Context: an optimization exercise on an open-source flow, tuned for small area, a short achievable clock period and few clock cycles. The choices shown serve that exercise and are no tape-out recipe.
Only simulation tests tie the RTL to the original design; equivalence was not proved.
No activity file was given, so power comes from the tool's default toggle rates.

==> flow/design.v (excerpt) <==
module hist_norm (
    input  wire        clk,
    input  wire        rst,           
    input  wire        start,         
    output reg         busy,
    output reg         done,          
    output wire [7:0]  err_code,      
    output wire [8:0]  err_info,      
    output wire [8:0]  alpha,         
    output wire [7:0]  imax_o,        
    output reg         fallback,      
    output reg         raw_rd,
    output wire [8:0]  raw_addr,
    input  wire [31:0] raw_rdata,
    output reg         f_rd,
    output wire [7:0]  f_raddr,
    input  wire [11:0] f_rdata,
    output wire        f_we,
    output wire [7:0]  f_waddr,
    output wire [11:0] f_wdata
);
Size: about 2000 cells after synthesis, ~250 flip-flops, roughly 19000 um2 of cells after synthesis.
clock: 10.0 ns
lec_check: 0
cap_margin: 20
core_margin: 2
core_utilization: 65
place_density: 0.75
slew_margin: 20
standard.sh (not shown) runs the stock make flow with config.mk's settings and CLKGATE_MAP_FILE= SYNTH_SCRIPT=/design/flow/synth_recipe.tcl, a recipe that flattens the netlist after the stock synthesis.
==> flow/flow/run.sh <==
#!/bin/bash
set -euo pipefail
export SETUP_SLACK_MARGIN=6.4
export BUFFER_PORTS_ARGS="-buffer_cell sky130_fd_sc_hd__buf_2"
bash standard.sh > flow_make.log 2>&1
Testbench counts at the start, summed over its fixed seeds: cycles 100,952.
==> next run, changes <==
==> flow/flow/run.sh (replaced) <==
#!/bin/bash
set -euo pipefail
export SETUP_SLACK_MARGIN=6.5
export BUFFER_PORTS_ARGS="-buffer_cell sky130_fd_sc_hd__buf_2"
bash standard.sh > flow_make.log 2>&1
--- a/flow/config.mk
+++ b/flow/config.mk
@@ -8,5 +8,4 @@
 export CAP_MARGIN = 20
 export CORE_MARGIN = 2
-export CORE_UTILIZATION = 65
-export PLACE_DENSITY = 0.75
+export CORE_UTILIZATION = 40
 export SLEW_MARGIN = 20
Effect: The changed run ran to the end with no violations. Area after synthesis is unchanged. Global-route usage drops by 11 points. Die area climbs by well over a third. Clock skew climbs by 0.016 ns. Final area climbs by a few percent. Utilization drops by 28 points.
==> next run, changes <==
==> flow/flow/run.sh (replaced) <==
#!/bin/bash
set -euo pipefail
export SETUP_SLACK_MARGIN=6.4
export BUFFER_PORTS_ARGS="-buffer_cell sky130_fd_sc_hd__buf_2"
bash standard.sh > flow_make.log 2>&1
--- a/flow/config.mk
+++ b/flow/config.mk
@@ -6,6 +6,6 @@
 export NUM_CORES = 4
 export LEC_CHECK = 0
-export CAP_MARGIN = 20
+export CAP_MARGIN = 0
 export CORE_MARGIN = 2
 export CORE_UTILIZATION = 40
-export SLEW_MARGIN = 20
+export SLEW_MARGIN = 0
=>
- The new run completed without violations
- final area came out lower slightly
- sequential power hardly moves
- maximum frequency shrinks by a few percent
- clock-buffer cell count went up by 8
- sequential share of layout area goes up by 0.39 points
- wire length is lower slightly

---

## v20
The RTL this note starts from:
==> flow/design.v <==
module hist_norm (
    input  wire        clk,
    input  wire        rst,           
    input  wire        start,         
    output reg         busy,
    output reg         done,          
    output wire [7:0]  err_code,      
    output wire [8:0]  err_info,      
    output wire [8:0]  alpha,         
    output wire [7:0]  imax_o,        
    output reg         fallback,      
    output reg         raw_rd,
    output wire [8:0]  raw_addr,
    input  wire [31:0] raw_rdata,
    output reg         f_rd,
    output wire [7:0]  f_raddr,
    input  wire [11:0] f_rdata,
    output wire        f_we,
    output wire [7:0]  f_waddr,
    output wire [11:0] f_wdata
);
    localparam [3:0] S_IDLE = 4'd0,
                     S_P1   = 4'd1,     
                     S_P1F  = 4'd2,     
                     S_P1E  = 4'd3,     
                     S_P2   = 4'd4,     
                     S_FX1  = 4'd5,     
                     S_FX2  = 4'd6,     
                     S_FX3  = 4'd7,     
                     S_FX4  = 4'd8,     
                     S_WR   = 4'd9,     
                     S_FBS  = 4'd10,    
                     S_FBE  = 4'd11,    
                     S_FBD  = 4'd12,    
                     S_FBW  = 4'd13,    
                     S_DONE = 4'd14;
    localparam SEGW = 5;                
    localparam NSEG = 8;                
    reg [3:0]  state, ns;
    reg [8:0]  a;             
    reg [8:0]  p;             
    reg        rv;            
    reg        pv;            
    reg [31:0] din;           
    reg        dnz;           
    reg [4:0]  dmsb;          
    reg        dv;            
    reg        sv;            
    reg [3:0]  shq;           
    reg [3:0]  j0q;           
    reg [39:0] total;         
    reg [NSEG-1:1] tcy;       
    reg [5:0]  mt;            
    reg        nz;            
    reg [8:0]  hi1;           
    reg [7:0]  imax;          
    reg [2:0]  ec;            
    reg [41:0] w;             
    reg [11:0] q;             
    reg [3:0]  j;             
    reg        bsy;           
    reg        nzc;           
    reg        more;          
    reg        rp;            
    reg        rb;            
    reg        we;
    reg [7:0]  waddr;
    reg [11:0] fval;
    reg [12:0] resid;         
    reg        fxok;          
    assign err_code = {5'd0, ec};
    assign err_info = {ec[1], imax & {8{ec[1]}}};
    assign alpha    = hi1;
    assign imax_o   = imax;
    assign raw_addr = a;
    assign f_raddr  = a[7:0];
    assign f_we     = we;
    assign f_waddr  = waddr;
    assign f_wdata  = fval;
    wire [5:0]  sdiff = mt - {1'b0, dmsb};
    wire [3:0]  sh    = (sdiff > 6'd11) ? 4'd11 : sdiff[3:0];
    wire [41:0] wload = {10'd0, din} << shq;
    wire        wneg  = w[41];
    wire [42:0] wop   = {1'b0, total, 2'b00} ^ {43{~wneg}};
    wire [42:0] wsum  = {w[40:0], 1'b0, 1'b1} + {wop[42:1], ~wneg};
    wire [41:0] wnext = wsum[42:1];
    wire        qbit  = !wnext[41];
    wire        last  = bsy && (j == 4'd0);
    wire        load  = (state == S_P2) && sv && (!bsy || last);
    wire        gt    = din > w[31:0];
    reg  [39:0] tsum;
    reg  [NSEG:1] tco;
    integer     s, b;
    reg         c;
    always @* begin
        for (s = 0; s < NSEG; s = s + 1) begin
            c = (s == 0) ? 1'b0 : tcy[s];
            for (b = s * SEGW; b < (s + 1) * SEGW; b = b + 1) begin
                tsum[b] = total[b] ^ (b < 32 ? din[b] : 1'b0) ^ c;
                c = (total[b] & (b < 32 ? din[b] : 1'b0)) |
                    (c & (total[b] ^ (b < 32 ? din[b] : 1'b0)));
            end
            tco[s + 1] = c;
        end
    end
    wire [8:0]  a_inc  = a + 9'd1;
    wire [8:0]  p_inc  = p + 9'd1;
    wire        more_n = raw_rd ? (a_inc < hi1) : more;
    wire        dv_n   = rv || (dv && !load);
    wire        bsy_n  = load || (bsy && !last);
    wire [3:0]  j_n    = load ? j0q : (j - 4'd1);
    wire        rd_p2  = (state == S_P2) && more_n && !raw_rd &&
                         (!dv_n || !bsy_n || (j_n[3:1] == 3'd0));
    reg  [5:0]  mtn;
    reg  [4:0]  rmsb;
    integer     k;
    always @* begin
        mtn = 6'd0;
        for (k = 0; k < 40; k = k + 1)
            if (total[k]) mtn = k[5:0];
        rmsb = 5'd0;
        for (k = 0; k < 32; k = k + 1)
            if (raw_rdata[k]) rmsb = k[4:0];
    end
    wire        rfix  = (state == S_FX3);
    wire [12:0] radd  = rfix ? {1'b0, din[11:0]} :
                        (state == S_FBD) ? 13'd0 : ~{1'b0, fval};
    wire [13:0] rsum  = {resid, 1'b1} + {radd, !rfix};
    wire [12:0] rnew  = rsum[13:1];
    wire [11:0] fadd  = (state == S_FBD) ? 12'hFFF : {11'd0, rb};
    wire [11:0] fnew  = fval + fadd;
    always @* begin
        ns = state;
        case (state)
        S_IDLE, S_DONE: ns = start ? S_P1 : S_IDLE;
        S_P1: begin
            if (pv && p == 9'd511 && (nz || dnz))
                ns = S_DONE;
            else if (pv && p == 9'd255)
                ns = S_P1F;
        end
        S_P1F: if (p == 9'd256 + NSEG - 2) ns = S_P1E;
        S_P1E: ns = nz ? S_P2 : S_DONE;
        S_P2:  if (!more && !rv && !dv && !bsy && !rp && !we) ns = S_FX1;
        S_FX1: ns = S_FX2;
        S_FX2: ns = S_FX3;
        S_FX3: ns = S_FX4;
        S_FX4: ns = fxok ? S_WR : S_FBS;
        S_WR:  ns = S_DONE;
        S_FBS: if (pv && p[7:0] == 8'd255) ns = S_FBE;
        S_FBE: ns = S_FBD;
        S_FBD: ns = S_FBW;
        S_FBW: ns = (resid == 13'd0) ? S_DONE : S_FBS;
        default: ns = S_IDLE;
        endcase
    end
    always @(posedge clk) begin
        if (rst) begin
            state  <= S_IDLE;
            busy   <= 1'b0;
            done   <= 1'b0;
            raw_rd <= 1'b0;
            f_rd   <= 1'b0;
            we     <= 1'b0;
            rv     <= 1'b0;
            pv     <= 1'b0;
            rp     <= 1'b0;
        end else begin
            state  <= ns;
            busy   <= (ns != S_IDLE) && (ns != S_DONE);
            done   <= (ns == S_DONE);
            raw_rd <= (ns == S_P1) || (ns == S_P1F) || ((state == S_P1E) && nz) || rd_p2;
            f_rd   <= (ns == S_FX1) || (ns == S_FBS);
            rv     <= raw_rd || f_rd;
            rp     <= (state == S_P2) && last;
            we     <= ((state == S_P1) && pv && !p[8] && !dnz && nz) ||
                      rp || ((state == S_FX4) && fxok) || (state == S_FBD);
            case (state)
            S_P1, S_P1F, S_FBS: pv <= rv;
            default:            pv <= 1'b0;
            endcase
        end
    end
    always @(posedge clk) begin
        if (rv) begin
            din  <= (state == S_P1 || state == S_P1F || state == S_P2) ? raw_rdata : {20'd0, f_rdata};
            dnz  <= |raw_rdata;
            dmsb <= rmsb;
        end
        shq <= sh;
        j0q <= dnz ? (4'd12 - sh) : 4'd1;
        j   <= j_n;
        q   <= load ? 12'd0 : {q[10:0], qbit};
        if (raw_rd || f_rd)
            a <= a_inc;
        case (state)
        S_IDLE, S_DONE: begin
            a     <= 9'd256;
            p     <= 9'd256;
            total <= 40'd0;
            tcy   <= {(NSEG-1){1'b0}};
            w     <= 42'd0;
            nz    <= 1'b0;
            fval  <= 12'd0;
            resid <= 13'd2048;
        end
        S_P1: begin
            if (!pv) begin
                ec <= 3'd0;
            end else begin
                p <= p_inc;
                if (p[8]) begin
                    if (dnz)
                        imax <= p[7:0];
                    if (p == 9'd511) begin
                        nz <= 1'b0;
                        if (nz || dnz)
                            ec <= 3'b110;
                    end else if (dnz) begin
                        nz <= 1'b1;
                    end
                end else begin
                    total <= tsum;
                    tcy   <= tco[NSEG-1:1];
                    if (dnz) begin
                        nz  <= 1'b1;
                        hi1 <= p_inc;
                    end
                    if (gt) begin
                        w    <= {10'd0, din};
                        imax <= p[7:0];
                    end
                    if (!dnz)
                        waddr <= p[7:0];
                end
            end
        end
        S_P1F: begin
            p     <= p_inc;
            total <= tsum;
            tcy   <= tco[NSEG-1:1];
        end
        S_P1E: begin
            mt   <= mtn;
            a    <= 9'd0;
            p    <= 9'h1FF;
            dv   <= 1'b0;
            sv   <= 1'b0;
            bsy  <= 1'b0;
            more <= 1'b1;
            if (!nz)
                ec <= 3'b101;
        end
        S_P2: begin
            more <= more_n;
            dv   <= dv_n;
            sv   <= dv_n && !rv;
            bsy  <= bsy_n;
            if (we)
                resid <= rnew;
            if (bsy)
                w <= wnext;
            if (last) begin
                fval  <= q;
                rb    <= qbit | (nzc && (q == 12'd0));
                waddr <= p[7:0];
            end
            if (rp)
                fval <= fnew;
            if (load) begin
                w   <= wload;
                nzc <= dnz;
                p   <= p_inc;
            end
            if (ns == S_FX1)
                a <= {1'b0, imax};
        end
        S_FX3: begin
            fval  <= rnew[11:0];
            waddr <= imax;
            fxok  <= !rnew[12] && (rnew != 13'd0);
        end
        S_FX4: begin
            fallback <= !fxok;
            a        <= 9'd0;
            p        <= 9'd0;
            w        <= 42'd0;
        end
        S_FBS: begin
            if (pv) begin
                p <= p_inc;
                if (gt) begin
                    w     <= {10'd0, din};
                    waddr <= p[7:0];
                end
            end
        end
        S_FBE: fval <= w[11:0];
        S_FBD: begin
            fval  <= fnew;
            resid <= rnew;
        end
        S_FBW: begin
            a <= 9'd0;
            p <= 9'd0;
            w <= 42'd0;
        end
        default: ;
        endcase
    end
endmodule
export LEC_CHECK = 0
export CAP_MARGIN = 20
export CORE_MARGIN = 2
export CORE_UTILIZATION = 40
export SLEW_MARGIN = 20
create_clock -name core_clock -period 10.0 [get_ports {clk}]
==> flow/flow/run.sh <==
#!/bin/bash
set -euo pipefail
export SETUP_SLACK_MARGIN=6.0
export BUFFER_PORTS_ARGS="-buffer_cell sky130_fd_sc_hd__buf_2"
bash standard.sh > flow_make.log 2>&1
Testbench counts of v20, summed over its fixed seeds: cycles 100,952.
--- input diff v20..v35 ---
==> flow/flow/run.sh <==
#!/bin/bash
set -euo pipefail
export SETUP_SLACK_MARGIN=6.4
export BUFFER_PORTS_ARGS="-buffer_cell sky130_fd_sc_hd__buf_2"
bash standard.sh > flow_make.log 2>&1
==> comparison <==
Relative to v20, slew at the pin closest to its max-slew limit has gone down in v35.
The lower post-route cell area of v35 and v20 is in v20.
v20 reports its beginning of the critical path as din[28] while v35 reports w[41].
Final cell count (v35 vs. v20) increases slightly
Setup changes, v35 to v45
==> flow/flow/run.sh <==
#!/bin/bash
set -euo pipefail
export SETUP_SLACK_MARGIN=6.8
export BUFFER_PORTS_ARGS="-buffer_cell sky130_fd_sc_hd__buf_2"
bash standard.sh > flow_make.log 2>&1
Notes after the runs:
- Hold buffer count at CTS: v45 vs v35 identical
- v45 has worst hold-check slack above what v35 had.
- Final setup violation count essentially unchanged between v35 and v45.
- Diff v35 -> v45: proportion of power drawn by the clock network has decreased; total instance count after detailed placement has remained practically unchanged; maximum operating frequency has increased.
## Diff of input files: v28 against v45
==> flow/flow/run.sh <==
#!/bin/bash
set -euo pipefail
export SETUP_SLACK_MARGIN=6.2
export BUFFER_PORTS_ARGS="-buffer_cell sky130_fd_sc_hd__buf_2"
bash standard.sh > flow_make.log 2>&1
[summary]
In v28 the critical path's largest stage delay turned out 0.24 ns higher than in v45. Going from v45 to v28, the count of buffer and inverter cells on the critical path was found to have gone down by 4. v28 vs v45 — switching power as a share of total power dropped 1.5 points.

==> what the ideal ports hide <==
How much do the figures lean on ideal ports? The routed layouts below were timed once more, with nothing changed but the port constraints.
Step 1: set_driving_cell puts a clkbuf_16 on clk and a buf_2 on each other input, an assumption about the parent block.
Step 2 also shifts input and output timing later by t, the mid clock arrival at the registers, as if the neighbouring blocks saw the same clock.
a / b / c = no drivers / after step 1 / after step 2; a / b = the first two.
| run | shift t [ns] | slack for setup (ns) | worst hold slack (ns) |
|---|---|---|---|
| the first run of note 1 | 0.608 | 6.423 / 6.423 / 6.120 | 0.469 / 0.469 / 0.469 |
| the second run of note 1 | 0.623 | 6.562 / 6.546 / 6.200 | 0.464 / 0.464 / 0.464 |
| the third run of note 1 | 0.617 | 6.454 / 6.454 / 6.209 | 0.470 / 0.470 / 0.470 |
| v20 | 0.629 | 6.189 / 6.189 / 6.156 | 0.459 / 0.459 / 0.459 |
| v35 | 0.627 | 6.500 / 6.495 / 6.222 | 0.470 / 0.470 / 0.470 |
| v45 | 0.635 | 6.552 / 6.512 / 6.220 | 0.474 / 0.474 / 0.474 |
| v28 | 0.629 | 6.323 / 6.323 / 6.154 | 0.469 / 0.469 / 0.469 |
After both steps setup and hold are still met in every run listed. The setup slack of the second run of note 1, which loses most, moves by -0.016 ns with the drivers and by -0.362 ns with both steps.
